Background: an optimization exercise with open tools, aiming at small area. Do not read the settings as production practice.
Function was checked by simulation only, so behaviour that the tests miss may differ from the original.
Power and IR drop assume default switching activity.

$ cat flow/run.sh
#!/bin/bash
# synth_recipe.tcl (not shown) runs the flow's synth.tcl, then flattens the netlist and writes it again
# the make line also repeats each setting of config.mk as NAME=value (left out here)
make -C /OpenROAD-flow-scripts/flow DESIGN_CONFIG=/design/flow/config.mk WORK_HOME=/design/flow/orfs CLKGATE_MAP_FILE= SYNTH_SCRIPT=/design/flow/synth_recipe.tcl finish
$ cat flow/config.mk
export PLATFORM = sky130hd
export DESIGN_NAME = dgd_raster
export DESIGN_NICKNAME = dgd_raster
export VERILOG_FILES = /design/flow/design.v
export SDC_FILE = /design/flow/constraint.sdc
export NUM_CORES = 4
export LEC_CHECK = 0
export CAP_MARGIN = 20
export CORE_MARGIN = 2
export CORE_UTILIZATION = 40
export SLEW_MARGIN = 20
$ cat flow/constraint.sdc
create_clock -name core_clock -period 14.0 [get_ports {clk}]
set_input_delay 2.8000 -clock core_clock [delete_from_list [all_inputs] [get_ports {clk}]]
set_output_delay 2.8000 -clock core_clock [all_outputs]
set_load 0.01 [all_outputs]
$ cat flow/design.v
module dgd_raster (
    input  wire        clk,
    input  wire        rst,           
    input  wire        cmd_valid,
    output wire        cmd_ready,
    input  wire [2:0]  cmd_op,        
    input  wire        cmd_value,
    input  wire        cmd_filled,
    input  wire [15:0] cmd_h0,
    input  wire [15:0] cmd_h1,
    input  wire [15:0] cmd_h2,
    input  wire [15:0] cmd_h3,
    input  wire [15:0] cmd_h4,
    input  wire [7:0]  cv_width,
    input  wire [5:0]  cv_pages,
    output wire        pix_valid,
    input  wire        pix_ready,
    output wire [7:0]  pix_x,
    output wire [8:0]  pix_y,
    output wire [13:0] pix_addr,
    output wire        pix_v
);
    localparam OP_SETPIX = 3'd0;
    localparam OP_LINE   = 3'd1;
    localparam OP_CIRCLE = 3'd2;
    localparam OP_RECT   = 3'd3;
    localparam OP_CROSS  = 3'd4;
    localparam OP_ARROW  = 3'd5;
    localparam S_IDLE  = 3'd0;
    localparam S_CMD   = 3'd1;    
    localparam S_LINIT = 3'd2;    
    localparam S_LRUN  = 3'd3;    
    localparam S_CPTS  = 3'd4;    
    localparam CW = 20;
    localparam EW = 22;
    reg [2:0] state;
    reg [2:0]  op;
    reg        val;
    reg        fill;
    reg signed [15:0] h0, h1, h2, h3, h4;
    reg [7:0]  cvw;
    reg [5:0]  cvp;
    reg [2:0]  seg;                  
    reg [15:0] row;                  
    reg signed [CW-1:0] cir_x, cir_y;
    reg signed [EW-1:0] cir_d;
    reg [2:0]  k;                    
    reg signed [CW-1:0] lx, ly, lx1, ly1;
    reg signed [EW-1:0] ldx, ldy, lerr;
    reg        lsx, lsy;             
    wire signed [CW-1:0] ex0 = {{(CW-16){h0[15]}}, h0};
    wire signed [CW-1:0] ex1 = {{(CW-16){h1[15]}}, h1};
    wire signed [CW-1:0] ex2 = {{(CW-16){h2[15]}}, h2};
    wire signed [CW-1:0] ex3 = {{(CW-16){h3[15]}}, h3};
    wire signed [CW-1:0] ex4 = {{(CW-16){h4[15]}}, h4};
    wire signed [CW-1:0] adx = ex2 - ex0;
    wire signed [CW-1:0] ady = ex3 - ex1;
    wire signed [CW-1:0] half = (ex4 + $signed({{(CW-1){1'b0}}, ex4[CW-1]})) >>> 1;    
    wire signed [CW-1:0] bx = (adx > 0) ? ex2 - ex4 : (adx < 0) ? ex2 + ex4 : ex2;
    wire signed [CW-1:0] by = (ady > 0) ? ex3 - ex4 : (ady < 0) ? ex3 + ex4 : ex3;
    wire signed [CW-1:0] hx = (ady > 0) ? -half : (ady < 0) ? half : {CW{1'b0}};
    wire signed [CW-1:0] hy = (adx > 0) ? half : (adx < 0) ? -half : {CW{1'b0}};
    wire signed [CW-1:0] rowy = ex1 + $signed({{(CW-16){1'b0}}, row});
    wire        row_ok = $signed({1'b0, row}) <= $signed({h3[15], h3});
    wire cir_go = cir_x <= cir_y;
    reg        c_line;      
    reg        c_pts;       
    reg        c_step;      
    reg        c_done;      
    reg signed [CW-1:0] c_x0, c_y0, c_x1, c_y1;
    always @(*) begin
        c_line = 1'b0;
        c_pts  = 1'b0;
        c_step = 1'b0;
        c_done = 1'b0;
        c_x0 = ex0; c_y0 = ex1; c_x1 = ex0; c_y1 = ex1;
        case (op)
            OP_SETPIX: begin
                if (seg == 3'd0) c_line = 1'b1;
                else             c_done = 1'b1;
            end
            OP_LINE: begin
                c_x1 = ex2; c_y1 = ex3;
                if (seg == 3'd0) c_line = 1'b1;
                else             c_done = 1'b1;
            end
            OP_CIRCLE: begin
                if (!cir_go)        c_done = 1'b1;
                else if (!fill)     c_pts  = 1'b1;
                else if (seg == 3'd4) c_step = 1'b1;
                else begin
                    c_line = 1'b1;
                    case (seg)
                        3'd0: begin c_x0 = ex0 - cir_x; c_y0 = ex1 + cir_y; c_x1 = ex0 + cir_x; c_y1 = ex1 + cir_y; end
                        3'd1: begin c_x0 = ex0 - cir_x; c_y0 = ex1 - cir_y; c_x1 = ex0 + cir_x; c_y1 = ex1 - cir_y; end
                        3'd2: begin c_x0 = ex0 - cir_y; c_y0 = ex1 + cir_x; c_x1 = ex0 + cir_y; c_y1 = ex1 + cir_x; end
                        default: begin c_x0 = ex0 - cir_y; c_y0 = ex1 - cir_x; c_x1 = ex0 + cir_y; c_y1 = ex1 - cir_x; end
                    endcase
                end
            end
            OP_RECT: begin
                if (!fill) begin
                    case (seg)
                        3'd0: begin c_line = 1'b1; c_x0 = ex0;       c_y0 = ex1;       c_x1 = ex0 + ex2; c_y1 = ex1;       end
                        3'd1: begin c_line = 1'b1; c_x0 = ex0;       c_y0 = ex1 + ex3; c_x1 = ex0 + ex2; c_y1 = ex1 + ex3; end
                        3'd2: begin c_line = 1'b1; c_x0 = ex0;       c_y0 = ex1;       c_x1 = ex0;       c_y1 = ex1 + ex3; end
                        3'd3: begin c_line = 1'b1; c_x0 = ex0 + ex2; c_y0 = ex1;       c_x1 = ex0 + ex2; c_y1 = ex1 + ex3; end
                        default: c_done = 1'b1;
                    endcase
                end else if (row_ok) begin
                    c_line = 1'b1;
                    c_x0 = ex0; c_y0 = rowy; c_x1 = ex0 + ex2; c_y1 = rowy;
                end else begin
                    c_done = 1'b1;
                end
            end
            OP_CROSS: begin
                case (seg)
                    3'd0: begin c_line = 1'b1; c_x0 = ex0 - ex2; c_y0 = ex1;       c_x1 = ex0 + ex2; c_y1 = ex1;       end
                    3'd1: begin c_line = 1'b1; c_x0 = ex0;       c_y0 = ex1 - ex2; c_x1 = ex0;       c_y1 = ex1 + ex2; end
                    default: c_done = 1'b1;
                endcase
            end
            OP_ARROW: begin
                case (seg)
                    3'd0: begin c_line = 1'b1; c_x0 = ex0; c_y0 = ex1; c_x1 = ex2;      c_y1 = ex3;      end
                    3'd1: begin c_line = 1'b1; c_x0 = ex2; c_y0 = ex3; c_x1 = bx + hx;  c_y1 = by + hy;  end
                    3'd2: begin c_line = 1'b1; c_x0 = ex2; c_y0 = ex3; c_x1 = bx - hx;  c_y1 = by - hy;  end
                    default: c_done = 1'b1;
                endcase
            end
            default: c_done = 1'b1;
        endcase
    end
    reg signed [CW-1:0] px, py;
    always @(*) begin
        px = lx;
        py = ly;
        if (state == S_CPTS) begin
            case (k)
                3'd0: begin px = ex0 + cir_x; py = ex1 + cir_y; end
                3'd1: begin px = ex0 - cir_x; py = ex1 + cir_y; end
                3'd2: begin px = ex0 + cir_x; py = ex1 - cir_y; end
                3'd3: begin px = ex0 - cir_x; py = ex1 - cir_y; end
                3'd4: begin px = ex0 + cir_y; py = ex1 + cir_x; end
                3'd5: begin px = ex0 - cir_y; py = ex1 + cir_x; end
                3'd6: begin px = ex0 + cir_y; py = ex1 - cir_x; end
                default: begin px = ex0 - cir_y; py = ex1 - cir_x; end
            endcase
        end
    end
    wire calling = (state == S_LRUN) || (state == S_CPTS);
    wire in_x = !px[CW-1] && (px < $signed({{(CW-8){1'b0}}, cvw}));
    wire in_y = !py[CW-1] && (py < $signed({{(CW-9){1'b0}}, cvp, 3'b000}));
    wire in_bounds = in_x && in_y;
    assign pix_valid = calling && in_bounds;
    assign pix_x     = px[7:0];
    assign pix_y     = py[8:0];
    assign pix_addr  = {8'd0, py[8:3]} * {6'd0, cvw} + {6'd0, px[7:0]};
    assign pix_v     = val;
    wire call_done = calling && (!in_bounds || pix_ready);
    assign cmd_ready = (state == S_IDLE);
    wire signed [EW-1:0] e2 = lerr <<< 1;
    wire line_end = (lx == lx1) && (ly == ly1);
    wire signed [EW-1:0] cx_ext = {{(EW-CW){cir_x[CW-1]}}, cir_x};
    wire signed [EW-1:0] cy_ext = {{(EW-CW){cir_y[CW-1]}}, cir_y};
    always @(posedge clk) begin
        if (rst) begin
            state <= S_IDLE;
        end else begin
            case (state)
                S_IDLE: begin
                    if (cmd_valid) begin
                        op   <= cmd_op;
                        val  <= cmd_value;
                        fill <= cmd_filled;
                        h0 <= cmd_h0; h1 <= cmd_h1; h2 <= cmd_h2; h3 <= cmd_h3; h4 <= cmd_h4;
                        cvw <= cv_width;
                        cvp <= cv_pages;
                        seg <= 3'd0;
                        row <= 16'd0;
                        cir_x <= {CW{1'b0}};
                        cir_y <= {{(CW-16){cmd_h2[15]}}, cmd_h2};
                        cir_d <= 1 - {{(EW-16){cmd_h2[15]}}, cmd_h2};
                        state <= S_CMD;
                    end
                end
                S_CMD: begin
                    if (c_done) begin
                        state <= S_IDLE;
                    end else if (c_pts) begin
                        k <= 3'd0;
                        state <= S_CPTS;
                    end else if (c_step) begin
                        seg <= 3'd0;
                        if (cir_d < 0) begin
                            cir_d <= cir_d + (cx_ext <<< 1) + 3;
                        end else begin
                            cir_d <= cir_d + ((cx_ext - cy_ext) <<< 1) + 5;
                            cir_y <= cir_y - 1;
                        end
                        cir_x <= cir_x + 1;
                    end else if (c_line) begin
                        lx <= c_x0; ly <= c_y0; lx1 <= c_x1; ly1 <= c_y1;
                        seg <= seg + 3'd1;
                        row <= row + 16'd1;
                        state <= S_LINIT;
                    end
                end
                S_LINIT: begin
                    begin : linit
                        reg signed [EW-1:0] ddx, ddy, adxx, adyy;
                        ddx = {{(EW-CW){lx1[CW-1]}}, lx1} - {{(EW-CW){lx[CW-1]}}, lx};
                        ddy = {{(EW-CW){ly1[CW-1]}}, ly1} - {{(EW-CW){ly[CW-1]}}, ly};
                        adxx = ddx[EW-1] ? -ddx : ddx;
                        adyy = ddy[EW-1] ? -ddy : ddy;
                        ldx  <= adxx;
                        ldy  <= -adyy;
                        lerr <= adxx - adyy;
                        lsx  <= !(lx < lx1);
                        lsy  <= !(ly < ly1);
                    end
                    state <= S_LRUN;
                end
                S_LRUN: begin
                    if (call_done) begin
                        if (line_end) begin
                            state <= S_CMD;
                        end else begin : lstep
                            reg signed [EW-1:0] err_n;
                            err_n = lerr;
                            if (e2 >= ldy) begin
                                err_n = err_n + ldy;
                                lx <= lsx ? lx - 1 : lx + 1;
                            end
                            if (e2 <= ldx) begin
                                err_n = err_n + ldx;
                                ly <= lsy ? ly - 1 : ly + 1;
                            end
                            lerr <= err_n;
                        end
                    end
                end
                S_CPTS: begin
                    if (call_done) begin
                        k <= k + 3'd1;
                        if (k == 3'd7) begin
                            if (cir_d < 0) begin
                                cir_d <= cir_d + (cx_ext <<< 1) + 3;
                            end else begin
                                cir_d <= cir_d + ((cx_ext - cy_ext) <<< 1) + 5;
                                cir_y <= cir_y - 1;
                            end
                            cir_x <= cir_x + 1;
                            state <= S_CMD;
                        end
                    end
                end
                default: state <= S_IDLE;
            endcase
        end
    end
endmodule
==> flow_summary.ini <==
[synth]
synth_xor_area_frac = 0.0898
synth.yosys.warnings = 1
muxShareOfSynthArea = 0.0163
synth-seq-cells = 333
syn_area_sq_um = 54700
synthAdderAreaFrac = 0.195
avgSynthCellArea_sq_um = 7.74
yosys_most_used_dff = edfxtp_1
synthSimpleGateAreaFrac = 0.182
synth_top_family_by_area = compound AO/OA/AOI/OAI gates
ys_types = 110
async_flop_share = 0
synth_enable_flop_cells = 330
syn_inst = 7071
synth_fp_nets = 7988
synth_compound_area_frac = 0.276
seq_area_frac_synth = 0.182

[worst_setup_path]
critPathMaxStageDelay_ns = 0.67
reg2reg_from = h0[4]
end_kind = output port
arrival_ns = 9.28
setup.worst_path.start = h1[0]
crit_fanout = 13
path_class = reg2out
worstSetupStartpointType = flip-flop
required_ns = 11.20
ff2ff_path_depth = 29
endpoint = pix_addr[13]
timing.rr.end = ly1[19]
critical-path-slowest-cell = edfxtp_1
ff2ff_setup_slack_ns = 4.40

[clock_tree]
cts_hold_buf = 0
clockBufferDepth = 3
insertion_delay_ns = 0.68
cts_resized = 0
postCtsSetupBuffers = 0
cts_made_buffers = 46
htreeDepth = 2
cts.clk_slew.worst_paths_ns = 0.06
clockRootBuffer = clkbuf_16
cts_sinks = 333
cts_tree = built

[global_routing]
grt_max_degree = 64
first_global_vias = 53090
grt_pass1_wl_microns = 360000
antenna_found_initial = 12
grt_util_all_layers = 0.344
grt_overflow = 0

[pwr]
power_density_nw_per_um2 = 114
peakVddDrop_uv = 104
leakage_nw = 24.8

[route]
vias = 56479
wl_per_cell_microns = 28.1
drt_iter0_drc = 6714
viasPerCell = 6.34
drc_errors = 0
ant_nets = 0
dr.pass1.iters = 7
routed_wirelength_microns = 250000

[outcome]
status = no timing/DRC/antenna violations

[hold_path]
hp-class = reg2reg
worstHoldStart = cir_d[0]

[placement]
routabilityCongestion = 1.08
dpl_worst_slack_ns = 2.73
dp_hpwl_microns = 198000
port-buffer-count = 136

[die]
num_io_pins = 137
die_y_microns = 374
initial_core_util = 0.403
rows = 135
die_x_microns = 374
core_area_sq_um = 136000
dieArea_sq_um = 140000

[finish]
mostFrequentLayoutCells = ha_1 (752), a21oi_1 (686), nor2_1 (651), inv_1 (537), o21ai_0 (529)
drive_above_1_share = 0.0500
final_common_cell = ha_1
final_nets = 8004
fin_util = 0.441
syn2layout_area_growth_pct = 9.30

[timing]
rsz0062_at_grt = false
slew_headroom = 0.195
skew_ns = 0.0461
fin_setup_tns_ns = 0
finalMaxSlewViolations = 0
finalHoldViolCount = 0
finalSetupViolations = 0
period_share = 0.863
setup_ws_ns = 1.92
tightest_slew_ns = 1.18
fmax_mhz = 82.8
min_period_ns = 12.08

[flow_run]
cap_violations = 0
-- metrics by stage --
step / hold WS (ns) / power [mW] / cells / instance area (sq um)
detailed placement: 0.642 / 5.48 / 8819 / 58300
floorplan: 0.588 / 4.10 / 7071 / 54700
global route: 0.674 / 7.21 / 8902 / 59800
global placement: 0.619 / 5.46 / 8819 / 58300
CTS: 0.650 / 6.72 / 8901 / 59800
finish: 0.658 / 6.81 / 8905 / 59800
-- cell usage after synthesis, types with 56 or more instances --
cell type / n / area share
o21ai_0: 531 / 0.049
a22oi_1: 56 / 0.0077
nor2b_1: 82 / 0.0094
a211oi_1: 94 / 0.013
a21o_1: 121 / 0.017
o211ai_1: 57 / 0.0078
clkbuf_1: 263 / 0.018
xnor2_1: 417 / 0.067
a221oi_1: 65 / 0.010
o21bai_1: 79 / 0.011
nor3_1: 202 / 0.018
o21a_1: 65 / 0.0089
nand3_1: 140 / 0.013
a21oi_1: 688 / 0.063
fa_1: 62 / 0.023
nor2_1: 659 / 0.045
xor2_1: 140 / 0.022
nand2_1: 514 / 0.035
or3_1: 79 / 0.0090
edfxtp_1: 330 / 0.18
o22ai_1: 78 / 0.0089
inv_1: 538 / 0.037
nand2b_1: 98 / 0.011
a31oi_1: 86 / 0.0098
ha_1: 752 / 0.17
-- how the worst min path moves through the flow --
stage / cells after the start / slack, ns / end
2_1_floorplan: 1 / 0.59 / seg[0]
3_3_place_gp: 1 / 0.62 / cir_d[0]
3_5_place_dp: 1 / 0.64 / cir_d[0]
4_1_cts: 1 / 0.65 / cir_d[0]
5_1_grt: 1 / 0.67 / cir_d[0]
6_report: 1 / 0.66 / cir_d[0]
-- power by group --
part	total (mW)	leakage, nW	switching (mW)	internal, mW
Combinational	4.25	21.0	2.67	1.58
Clock	1.21	0.699	0.542	0.664
Sequential	1.36	3.07	0.127	1.23
-- sequential cells by signal, indices dropped and copies added (netlist names), 6 cells and up --
name   flops
ly1       20
h4        16
row       16
lx1       20
ly        20
h3        16
lerr      21
lx        20
ldx       22
cir_x     20
h0        16
cvp        6
h1        16
cir_y     20
ldy       22
cvw        8
h2        16
cir_d     22
-- cell families (layout without fill, tap and decap cells) --
group	count (synthesis)	after routing
flops	333	333
compound gates	2358	2358
other cells	1	4
buf+inv	846	896
xor+xnor	559	559
mux	78	78
fa+ha+maj	814	814
simple gates	2082	2082
-- cell type report --
class / instances / area, sq um
Fill cell: 13789 / 75900
Multi-Input combinational cell: 5892 / 41700
Sequential cell: 333 / 9970
Timing Repair Buffer: 270 / 2370
Tap cell: 1781 / 2230
Inverter: 544 / 2040
Clock buffer: 51 / 1170
Clock inverter: 31 / 307
Antenna cell: 3 / 7.51
-- routing by layer --
| metal | GRT usage | part of all wire |
|---|---|---|
| met5 | 0 | 0.000068 |
| met4 | 0.162 | 0.056 |
| met3 | 0.0875 | 0.10 |
| met2 | 0.516 | 0.42 |
| met1 | 0.462 | 0.43 |
-- critical path: cells and delay by family, from the launching register on --
family | cells | cell delay, ns
adder cells (fa/ha/maj) | 7 | 2.90
XOR/XNOR | 2 | 0.41
buffers and inverters | 6 | 1.37
AND/OR/NAND/NOR | 3 | 0.33
AO/OA/AOI/OAI | 15 | 2.89
flip-flops | 1 | 0.67

## re-timing with driven ports
In the flow no input, the clock included, has a driving cell. The finished layout below was timed again as built, in two steps. Step 1: set_driving_cell puts a clkbuf_16 on clk and a buf_2 on each other input, an assumption about the parent block. Step 2 adds t to the input delays and takes it off the output delays; t is the mean of the earliest and latest rising clock arrival at the registers after step 1. Input paths then give back, and output paths get back, about the clock's delay inside the block. a / b / c = no drivers / after step 1 / after step 2; a / b = the first two.
t, ns: 0.734
setup WS [ns]: 1.918 / 1.841 / 2.576
hold WS [ns]: 0.658 / 0.658 / 0.658
After both steps setup and hold are still met in this run. For this run, drivers alone change the setup slack by -0.077 ns; drivers and shift together by +0.658 ns.
